This is an optimization exercise on Yosys and OpenROAD, whose aim is small area, a short achievable clock period and few clock cycles, not a production implementation. In this exercise RTL edits were held to simulation tests only and were not proved equivalent to the original.

== build 22 ==
## fhd_engine
module fhd_engine (
    input  wire         clk,
    input  wire         rst,         
    input  wire         in_valid,
    input  wire [7:0]   in_data,
    output wire         in_ready,
    output wire         busy,
    output wire [7:0]   status,
    output reg          dout_valid,
    output wire [127:0] digest
);
For scale: ~6600 cells after synthesis, about 550 flip-flops, roughly 150 I/O pins, about 0.059 mm^2 of cells after synthesis.
==> flow/config.mk <==
export PLATFORM = sky130hd
export DESIGN_NAME = fhd_engine
export DESIGN_NICKNAME = fhd_engine
export VERILOG_FILES = /design/flow/design.v
export SDC_FILE = /design/flow/constraint.sdc
export NUM_CORES = 4
export LEC_CHECK = 0
export CAP_MARGIN = 20
export CORE_MARGIN = 2
export CORE_UTILIZATION = 55
export SLEW_MARGIN = 20
export TNS_END_PERCENT = 0
export SETUP_SLACK_MARGIN = 16
==> flow/constraint.sdc <==
create_clock -name core_clock -period 22.0 [get_ports {clk}]
set_input_delay 4.4000 -clock core_clock [delete_from_list [all_inputs] [get_ports {clk}]]
set_output_delay 4.4000 -clock core_clock [all_outputs]
set_load 0.01 [all_outputs]
standard.sh (not shown) runs the stock make flow with config.mk's settings and CLKGATE_MAP_FILE= SYNTH_SCRIPT=/design/flow/synth_recipe.tcl, a recipe that flattens the netlist after the stock synthesis.
==> flow/flow/run.sh <==
#!/bin/bash
# Standard layout, with ORFS's timing repair (after CTS and after global
# routing) asked to reach a setup slack well above zero at the design's
# clock period, so that it sizes up the gates of the longest paths.
set -euo pipefail
MARGIN=16
cp config.mk config.orig.mk
echo "export SETUP_SLACK_MARGIN = ${MARGIN}" >> config.mk
bash standard.sh > standard.log 2>&1
Build 22: all stages complete, timing, DRC and antenna checks passed
Testbench counts of build 22, summed over its fixed seeds: cycles 244,057.
Inputs modified between build 22 and build 4:
Settings: CORE_UTILIZATION changed from 55 to 40.
--- outcome ---
Going from build 22 to build 4, slew at the pin closest to its max-slew limit now larger, growth of design area from synthesis to finish now larger, register area comparable, setup slack now smaller.


old:
Starting RTL as in the previous note.
// fhd_engine
module fhd_engine (
    input  wire         clk,
    input  wire         rst,         
    input  wire         in_valid,
    input  wire [7:0]   in_data,
    output wire         in_ready,
    output wire         busy,
    output wire [7:0]   status,
    output reg          dout_valid,
    output wire [127:0] digest
);
    localparam [31:0] S1_INIT  = 32'h05274C6C;
    localparam [31:0] S2_INIT  = 32'h6A7769F3;
    localparam [31:0] S3_INIT  = 32'h7672239B;
    localparam [31:0] KF = 32'h5A827999;
    localparam [31:0] PK = KF - 32'd1;      
    localparam [31:0] P23_INIT = 2 * S1_INIT + 3 * S2_INIT + PK;
    localparam [31:0] AA = 32'hC32F1E4B;
    localparam [31:0] BB = 32'h596807CD;
    localparam [31:0] CC = 32'hDE6F723A;
    localparam [31:0] DD = 32'hA18945BC;
    localparam [31:0] KG = 32'h6ED9EBA1;
    localparam [31:0] KH = 32'hCA62C1D6;
    localparam [31:0] KI = 32'h8F1BBCDC;
    localparam [7:0] OP_INIT   = 8'h01;
    localparam [7:0] OP_UPDATE = 8'h02;
    localparam [7:0] OP_FINAL  = 8'h03;
    localparam [2:0] S_IDLE = 3'd0,
                     S_LEN  = 3'd1,
                     S_DATA = 3'd2,
                     S_COMP = 3'd3,
                     S_FIN  = 3'd4;
    localparam [1:0] PH_A = 2'd0, PH_B = 2'd1, PH_C = 2'd2, PH_D = 2'd3;
    function [31:0] rol32;
        input [31:0] v;
        input [4:0]  n;
        begin
            rol32 = (v << n) | (v >> (6'd32 - {1'b0, n}));
        end
    endfunction
    function [63:0] csa;
  ...
Settings: LEC_CHECK=0, CAP_MARGIN=20, CORE_MARGIN=2, CORE_UTILIZATION=55, SLEW_MARGIN=20, TNS_END_PERCENT=0, SETUP_SLACK_MARGIN=15; clock period 22.0 ns.
==> flow/flow/run.sh <==
#!/bin/bash
# Standard layout, with ORFS's timing repair (after CTS and after global
# routing) asked to reach a setup slack well above zero at the design's
# clock period, so that it sizes up the gates of the longest paths.
set -euo pipefail
MARGIN=15
cp config.mk config.orig.mk
echo "export SETUP_SLACK_MARGIN = ${MARGIN}" >> config.mk
bash standard.sh > standard.log 2>&1
Testbench counts of old, summed over its fixed seeds: cycles 244,057.
Edits applied to the flow inputs when going from old to new:
# old
export LEC_CHECK = 0
export CAP_MARGIN = 20
export CORE_MARGIN = 2
export CORE_UTILIZATION = 55
export SLEW_MARGIN = 20
export TNS_END_PERCENT = 0
export SETUP_SLACK_MARGIN = 15
create_clock -name core_clock -period 22.0 [get_ports {clk}]
# new
export LEC_CHECK = 0
export CAP_MARGIN = 20
export CORE_MARGIN = 2
export CORE_UTILIZATION = 40
export SLEW_MARGIN = 20
export TNS_END_PERCENT = 0
export SETUP_SLACK_MARGIN = 15
create_clock -name core_clock -period 22.0 [get_ports {clk}]
Of old and new, the run reporting the higher die area was new.
Higher data arrival time at the worst-slack endpoint goes to old over new.
Comparing new against old, there is no change at all in synthesized cell count.
Comparing old and new, clock network latency to the later pin of the worst-skew pair is higher on new.
Total number of vias down about 1.7% in new wrt old

-- re-timing with driven ports --
No port has a modelled driver above. Below, the same layouts with a new extraction and two added sets of constraints.
Step 1 assumes that a clkbuf_16 drives the clock port and a buf_2 every other input.
Step 2, shift: input delay + t, output delay - t, t = (earliest + latest rising clock arrival at the registers) / 2. This alone moves slack from input paths to output paths.
Three values: ideal ports, drivers, drivers and shift; two values: the first two.
run | t (ns) | setup WS [ns] | hold slack, ns
build 22 | 0.752 | 14.441 / 14.441 / 13.762 | 0.504 / 0.504 / 0.504
build 4 | 0.785 | 14.408 / 14.408 / 14.001 | 0.534 / 0.534 / 0.534
old | 0.728 | 14.376 / 14.376 / 13.865 | 0.497 / 0.497 / 0.497
new | 0.788 | 14.336 / 14.336 / 14.006 | 0.538 / 0.538 / 0.538
After both steps setup and hold are still met in every run listed. For build 22, which loses most, drivers alone change the setup slack by 0.000 ns; drivers and shift together by -0.679 ns.
